Background: an optimization exercise with open tools, aiming at small area. Do not read the settings as production practice.
RTL that was checked went through simulation tests only; none was proved equivalent to the original.

==> flow/design.v <==
module pms_codec #(
    parameter STRICT_LEN = 0
) (
    input             clk,
    input             rst,         
    input             req_valid,
    input      [31:0] req,
    output reg        rsp_valid,
    output reg [15:0] rsp_data
);
    localparam [7:0] START1 = 8'h42;
    localparam [7:0] START2 = 8'h4D;
    wire [3:0] func = req[31:28];
    wire fire = req_valid && !rst;
    wire mid_zero  = (req[27:8] == 20'd0);
    wire is_push   = fire && (func == 4'h1) && mid_zero;
    wire is_clr    = fire && (func == 4'h2) && mid_zero && (req[7:0] == 8'd0);
    wire is_decode = fire && (func == 4'h3) && mid_zero && (req[7:0] == 8'd0);
    wire is_encode = fire && (func == 4'h4) && (req[27:24] == 4'd0);
    wire is_regrd  = fire && (func == 4'h5) && mid_zero;
    wire [7:0] byte_in = req[7:0];
    reg [5:0]  rx_cnt;
    reg        rx_ovf;
    reg        d_done;
    reg        d_ok;
    reg        good;           
    reg [12:0] acc;            
    reg [7:0]  stage [0:23];   
    reg [15:0] meas  [0:11];
    wire cnt_full = rx_cnt[5];               
    wire push_in  = is_push && !cnt_full;
    wire at0      = (rx_cnt[4:0] == 5'd0);
    wire at1      = (rx_cnt[4:0] == 5'd1);
    wire at30     = (rx_cnt[4:0] == 5'd30);
    wire at31     = (rx_cnt[4:0] == 5'd31);
    wire m_st1  = (byte_in == START1);
    wire m_st2  = (byte_in == START2);
    wire m_cshi = (byte_in == {3'd0, acc[12:8]});
    wire m_cslo = (byte_in == acc[7:0]);
    wire match  = at0 ? m_st1 : at1 ? m_st2 : at30 ? m_cshi : at31 ? m_cslo : 1'b1;
    wire good_nxt = (at0 || good) && match;
    wire frame_ok = cnt_full && !rx_ovf && good;
    always @(posedge clk) begin
        if (rst) begin
            rx_ovf <= 1'b0;
            d_done <= 1'b0;
            d_ok   <= 1'b0;
        end else if (is_push) begin
            if (cnt_full)
                rx_ovf <= 1'b1;
        end else if (is_clr) begin
            rx_ovf <= 1'b0;
        end else if (is_decode) begin
            d_done <= 1'b1;
            d_ok   <= frame_ok;
            rx_ovf <= 1'b0;
        end
    end
    wire       cnt_clr = rst || is_clr || is_decode;
    wire [5:0] cnt_t;
    wire [4:0] cnt_s;
    assign cnt_t[0] = push_in;
    genvar gn;
    generate
        for (gn = 0; gn < 5; gn = gn + 1) begin : g_cnt
            pms_ha u_ha (.a(rx_cnt[gn]), .b(cnt_t[gn]), .s(cnt_s[gn]), .co(cnt_t[gn + 1]));
        end
    endgenerate
    always @(posedge clk)
        rx_cnt <= {6{!cnt_clr}} & {rx_cnt[5] | cnt_t[5], cnt_s};
    always @(posedge clk) begin
        if (push_in)
            good <= good_nxt;
    end
    wire [12:0] acc_a = acc & {13{!at0}};
    wire [7:0]  acc_b = byte_in & {8{push_in && !at30 && !at31}};
    wire [13:0] acc_c;
    wire [12:0] acc_nxt;
    assign acc_c[0] = 1'b0;
    genvar ga;
    generate
        for (ga = 0; ga < 13; ga = ga + 1) begin : g_acc
            if (ga == 0)
                pms_ha u_ha (.a(acc_a[ga]), .b(acc_b[ga]), .s(acc_nxt[ga]), .co(acc_c[ga + 1]));
            else if (ga < 8)
                pms_fa u_fa (.a(acc_a[ga]), .b(acc_b[ga]), .c(acc_c[ga]),
                             .s(acc_nxt[ga]), .co(acc_c[ga + 1]));
            else
                pms_ha u_ha (.a(acc_a[ga]), .b(acc_c[ga]), .s(acc_nxt[ga]), .co(acc_c[ga + 1]));
        end
    endgenerate
    always @(posedge clk)
        acc <= acc_nxt;
    wire shift_in = push_in && (rx_cnt[4:0] >= 5'd4) && (rx_cnt[4:0] <= 5'd27);
    integer i;
    always @(posedge clk) begin
        if (shift_in) begin
            for (i = 0; i < 23; i = i + 1)
                stage[i] <= stage[i + 1];
            stage[23] <= byte_in;
        end
    end
    integer k;
    always @(posedge clk) begin
        if (is_decode && frame_ok) begin
            for (k = 0; k < 12; k = k + 1)
                meas[k] <= {stage[2 * k], stage[2 * k + 1]};
        end
    end
    reg        tx_valid;
    reg [1:0]  tx_op;       
    reg [15:0] tx_data;
    wire [7:0] enc_op = req[23:16];
    wire op_ok = (enc_op == 8'hE1) || (enc_op == 8'hE2) || (enc_op == 8'hE4);
    always @(posedge clk) begin
        if (rst)
            tx_valid <= 1'b0;
        else if (is_encode)
            tx_valid <= op_ok;
    end
    always @(posedge clk) begin
        if (is_encode) begin
            tx_op   <= {enc_op[2], enc_op[2] | enc_op[1]};
            tx_data <= req[15:0];
        end
    end
    wire [7:0] tx_opb = {5'b11100, tx_op[1], tx_op[0] & ~tx_op[1], ~tx_op[0]};
    wire [8:0] cs_c;
    wire [7:0] cs_s;
    wire [9:0] tx_csum;
    assign cs_c[0] = tx_op[0];
    genvar gc;
    generate
        for (gc = 0; gc < 8; gc = gc + 1) begin : g_cs
            pms_fa u_fa (.a(tx_data[8 + gc]), .b(tx_data[gc]), .c(cs_c[gc]),
                         .s(cs_s[gc]), .co(cs_c[gc + 1]));
        end
    endgenerate
    wire cs_q2, cs_q3, cs_q4, cs_q8;
    wire cs_q5 = cs_s[4] | cs_q4;
    wire cs_q6 = cs_s[5] | cs_q5;
    wire cs_q7 = cs_s[6] | cs_q6;
    assign tx_csum[0] = cs_s[0];
    pms_ha    u_cs1 (.a(cs_s[1]), .b(tx_op[1]), .s(tx_csum[1]), .co(cs_q2));
    pms_ha    u_cs2 (.a(cs_s[2]), .b(cs_q2), .s(tx_csum[2]), .co(cs_q3));
    pms_ha    u_cs3 (.a(cs_s[3]), .b(cs_q3), .s(tx_csum[3]), .co(cs_q4));
    pms_xnor2 u_cs4 (.a(cs_s[4]), .b(cs_q4), .y(tx_csum[4]));
    pms_xnor2 u_cs5 (.a(cs_s[5]), .b(cs_q5), .y(tx_csum[5]));
    pms_xnor2 u_cs6 (.a(cs_s[6]), .b(cs_q6), .y(tx_csum[6]));
    pms_ha    u_cs7 (.a(cs_s[7]), .b(cs_q7), .s(tx_csum[7]), .co(cs_q8));
    pms_xnor2 u_cs8 (.a(cs_c[8]), .b(cs_q8), .y(tx_csum[8]));
    assign tx_csum[9] = cs_c[8] | cs_q8;
    reg [5:0] rd_num;
    always @(posedge clk) begin
        rd_num <= req[5:0];
        if (rst)
            rsp_valid <= 1'b0;
        else
            rsp_valid <= is_regrd;
    end
    wire [11:0] sm;                  
    wire [6:0]  st;                  
    wire [2:0]  ss;                  
    genvar gs;
    generate
        for (gs = 0; gs < 12; gs = gs + 1) begin : g_sm
            if (gs < 8)
                assign sm[gs] = rd_num[4] && !rd_num[3] && (rd_num[2:0] == gs);
            else
                assign sm[gs] = rd_num[4] && rd_num[3] && (rd_num[1:0] == gs - 8);
        end
        for (gs = 0; gs < 6; gs = gs + 1) begin : g_st
            assign st[gs] = !rd_num[4] && rd_num[5] && (rd_num[2:0] == gs);
        end
    endgenerate
    assign st[6] = !rd_num[4] && rd_num[5] && (rd_num[2:1] == 2'b11);
    assign ss[0] = !rd_num[4] && !rd_num[5] && (rd_num[1:0] == 2'd0);
    assign ss[1] = !rd_num[4] && !rd_num[5] && (rd_num[1:0] == 2'd1);
    assign ss[2] = !rd_num[4] && !rd_num[5] && rd_num[1];
    genvar gb, gk;
    generate
        for (gb = 0; gb < 8; gb = gb + 1) begin : g_hi
            wire [3:0] n;
            for (gk = 0; gk < 4; gk = gk + 1) begin : g_k
                pms_aoi222 u_aoi (
                    .a1(sm[3 * gk]),     .a2(meas[3 * gk][8 + gb]),
                    .b1(sm[3 * gk + 1]), .b2(meas[3 * gk + 1][8 + gb]),
                    .c1(sm[3 * gk + 2]), .c2(meas[3 * gk + 2][8 + gb]),
                    .y(n[gk]));
            end
            always @(*) rsp_data[8 + gb] = ~&n;
        end
    endgenerate
    wire [7:0] tx_cs_hi = {6'd0, tx_csum[9:8]};
    wire [7:0] stat0 = {6'd0, d_ok, d_done};
    wire [7:0] stat1 = {rx_ovf, 1'b0, rx_cnt};
    wire [7:0] const_lo = {st[2], st[0] | st[1] | st[2], st[2], 1'b0, st[1],
                           st[1] | st[2] & tx_opb[2], st[0] | st[2] & tx_opb[1],
                           st[1] | st[2] & tx_opb[0]};
    generate
        for (gb = 0; gb < 8; gb = gb + 1) begin : g_lo
            wire [5:0] n;
            for (gk = 0; gk < 4; gk = gk + 1) begin : g_k
                pms_aoi222 u_aoi (
                    .a1(sm[3 * gk]),     .a2(meas[3 * gk][gb]),
                    .b1(sm[3 * gk + 1]), .b2(meas[3 * gk + 1][gb]),
                    .c1(sm[3 * gk + 2]), .c2(meas[3 * gk + 2][gb]),
                    .y(n[gk]));
            end
            pms_aoi222 u_tx (
                .a1(st[3]), .a2(tx_data[8 + gb]),
                .b1(st[4]), .b2(tx_data[gb]),
                .c1(st[6]), .c2(tx_csum[gb]),
                .y(n[4]));
            assign n[5] = ~(st[5] & tx_cs_hi[gb] | ss[0] & stat0[gb] |
                            ss[1] & stat1[gb] | ss[2] & (gb == 0 ? tx_valid : 1'b0));
            always @(*) rsp_data[gb] = ~&n | const_lo[gb];
        end
    endgenerate
endmodule
module pms_aoi222 (
    input  a1, a2, b1, b2, c1, c2,
    output y
);
    assign y = ~(a1 & a2 | b1 & b2 | c1 & c2);
endmodule
module pms_fa (
    input  a, b, c,
    output s, co
);
    assign s  = a ^ b ^ c;
    assign co = a & b | c & (a ^ b);
endmodule
module pms_ha (
    input  a, b,
    output s, co
);
    assign s  = a ^ b;
    assign co = a & b;
endmodule
module pms_xnor2 (
    input  a, b,
    output y
);
    assign y = ~(a ^ b);
endmodule
Settings: LEC_CHECK=0, CAP_MARGIN=20, CORE_MARGIN=2, CORE_UTILIZATION=40, SLEW_MARGIN=20, SYNTH_HIERARCHICAL=1; clock period 12.0 ns.
standard.sh (not shown) runs the stock make flow with config.mk's settings and CLKGATE_MAP_FILE= SYNTH_SCRIPT=/design/flow/synth_recipe.tcl, a recipe that flattens the netlist after the stock synthesis.
==> flow/flow/run.sh <==
#!/bin/bash
# Standard layout, with two changes made through ORFS's own variables:
#  * the port buffers are sky130_fd_sc_hd__buf_1 (every port still gets one);
#  * clock tree synthesis runs without dummy loads.
# Each step's full output is in orfs/logs/; make's own output is in make.log.
set -euo pipefail
cts_args="-sink_clustering_enable -repair_clock_nets -dont_use_dummy_load"
cts_args="$cts_args -buf_list sky130_fd_sc_hd__clkbuf_4 -sink_clustering_size 10 -sink_clustering_max_diameter 45"
bash standard.sh \
    "BUFFER_PORTS_ARGS=-buffer_cell sky130_fd_sc_hd__buf_1" \
    "CTS_ARGS=$cts_args" \
    finish > make.log 2>&1
The baseline passed the timing, DRC and antenna checks.
Change:
--- a/flow/design.v
+++ b/flow/design.v
@@ -89,11 +89,11 @@
                 pms_ha u_ha (.a(acc_a[ga]), .b(acc_c[ga]), .s(acc_nxt[ga]), .co(acc_c[ga + 1]));
         end
     endgenerate
     always @(posedge clk)
         acc <= acc_nxt;
-    wire shift_in = push_in && (rx_cnt[4:0] >= 5'd4) && (rx_cnt[4:0] <= 5'd27);
+    wire shift_in = push_in && (rx_cnt[4:2] != 3'b111);
     integer i;
     always @(posedge clk) begin
         if (shift_in) begin
             for (i = 0; i < 23; i = i + 1)
                 stage[i] <= stage[i + 1];
@@ -148,37 +148,47 @@
     pms_xnor2 u_cs5 (.a(cs_s[5]), .b(cs_q5), .y(tx_csum[5]));
     pms_xnor2 u_cs6 (.a(cs_s[6]), .b(cs_q6), .y(tx_csum[6]));
     pms_ha    u_cs7 (.a(cs_s[7]), .b(cs_q7), .s(tx_csum[7]), .co(cs_q8));
     pms_xnor2 u_cs8 (.a(cs_c[8]), .b(cs_q8), .y(tx_csum[8]));
     assign tx_csum[9] = cs_c[8] | cs_q8;
-    reg [5:0] rd_num;
-    always @(posedge clk) begin
-        rd_num <= req[5:0];
+    reg [4:0] rd_num;
+    always @(posedge clk) begin
+        rd_num <= {req[4], req[4] ? req[3] : req[5], req[2:0]};
         if (rst)
             rsp_valid <= 1'b0;
         else
             rsp_valid <= is_regrd;
     end
     wire [11:0] sm;                  
     wire [6:0]  st;                  
     wire [2:0]  ss;                  
+    wire [3:0] p2;
+    assign p2[0] = !rd_num[1] && !rd_num[0];
+    assign p2[1] = !rd_num[1] &&  rd_num[0];
+    assign p2[2] =  rd_num[1] && !rd_num[0];
+    assign p2[3] =  rd_num[1] &&  rd_num[0];
+    wire [1:0] g_m = {rd_num[4] && !rd_num[3] && rd_num[2], rd_num[4] && !rd_num[3] && !rd_num[2]};
+    wire       g_h = rd_num[4] && rd_num[3];
+    wire [1:0] g_t = {!rd_num[4] && rd_num[3] && rd_num[2], !rd_num[4] && rd_num[3] && !rd_num[2]};
+    wire       g_s = !rd_num[4] && !rd_num[3];
     genvar gs;
     generate
-        for (gs = 0; gs < 12; gs = gs + 1) begin : g_sm
-            if (gs < 8)
-                assign sm[gs] = rd_num[4] && !rd_num[3] && (rd_num[2:0] == gs);
-            else
-                assign sm[gs] = rd_num[4] && rd_num[3] && (rd_num[1:0] == gs - 8);
+        for (gs = 0; gs < 8; gs = gs + 1) begin : g_sm
+            pms_and2 u_sel (.a(g_m[gs / 4]), .b(p2[gs % 4]), .y(sm[gs]));
+        end
+        for (gs = 0; gs < 4; gs = gs + 1) begin : g_sh
+            pms_and2 u_sel (.a(g_h), .b(p2[gs]), .y(sm[8 + gs]));
         end
         for (gs = 0; gs < 6; gs = gs + 1) begin : g_st
-            assign st[gs] = !rd_num[4] && rd_num[5] && (rd_num[2:0] == gs);
-        end
-    endgenerate
-    assign st[6] = !rd_num[4] && rd_num[5] && (rd_num[2:1] == 2'b11);
-    assign ss[0] = !rd_num[4] && !rd_num[5] && (rd_num[1:0] == 2'd0);
-    assign ss[1] = !rd_num[4] && !rd_num[5] && (rd_num[1:0] == 2'd1);
-    assign ss[2] = !rd_num[4] && !rd_num[5] && rd_num[1];
+            pms_and2 u_sel (.a(g_t[gs / 4]), .b(p2[gs % 4]), .y(st[gs]));
+        end
+        for (gs = 0; gs < 2; gs = gs + 1) begin : g_ss
+            pms_and2 u_sel (.a(g_s), .b(p2[gs]), .y(ss[gs]));
+        end
+    endgenerate
+    pms_and2 u_st6 (.a(g_t[1]), .b(rd_num[1]), .y(st[6]));
+    pms_and2 u_ss2 (.a(g_s), .b(rd_num[1]), .y(ss[2]));
     genvar gb, gk;
     generate
         for (gb = 0; gb < 8; gb = gb + 1) begin : g_hi
             wire [3:0] n;
             for (gk = 0; gk < 4; gk = gk + 1) begin : g_k
@@ -242,5 +252,11 @@
     input  a, b,
     output y
 );
     assign y = ~(a ^ b);
 endmodule
+module pms_and2 (
+    input  a, b,
+    output y
+);
+    assign y = a & b;
+endmodule
=> The new run finished clean; final cell count barely changes; via count barely changes; synthesized cell count went down by 0.97%; sequential share of layout area went down by 0.45 points; worst setup slack gains 0.15 ns; final area went up by 0.43%.
No functional check of the RTL was part of the second run of this note.

-- separate check: timing with driven ports --
The results above use ideal ports. As a check the final layouts listed here were re-extracted and re-timed, cells and wires unchanged. Step 1: set_driving_cell puts a clkbuf_16 on clk and a buf_2 on each other input, an assumption about the parent block. Step 2 moves the port delays by t, midway between the first and last clock arrival at a register: inputs arrive t later, outputs are due t later. That takes back most of the time a late clock gives input paths. Three values: ideal, step 1, step 2; two values: the first two.
| run | t (ns) | setup WS [ns] | hold WS [ns] |
|---|---|---|---|
| the first run | 0.699 | 4.003 / 3.960 / 4.608 | 0.373 / 0.373 / 0.373 |
| the second run | 0.730 | 4.152 / 4.105 / 4.607 | 0.373 / 0.373 / 0.373 |
After both steps setup and hold are still met in every run listed.
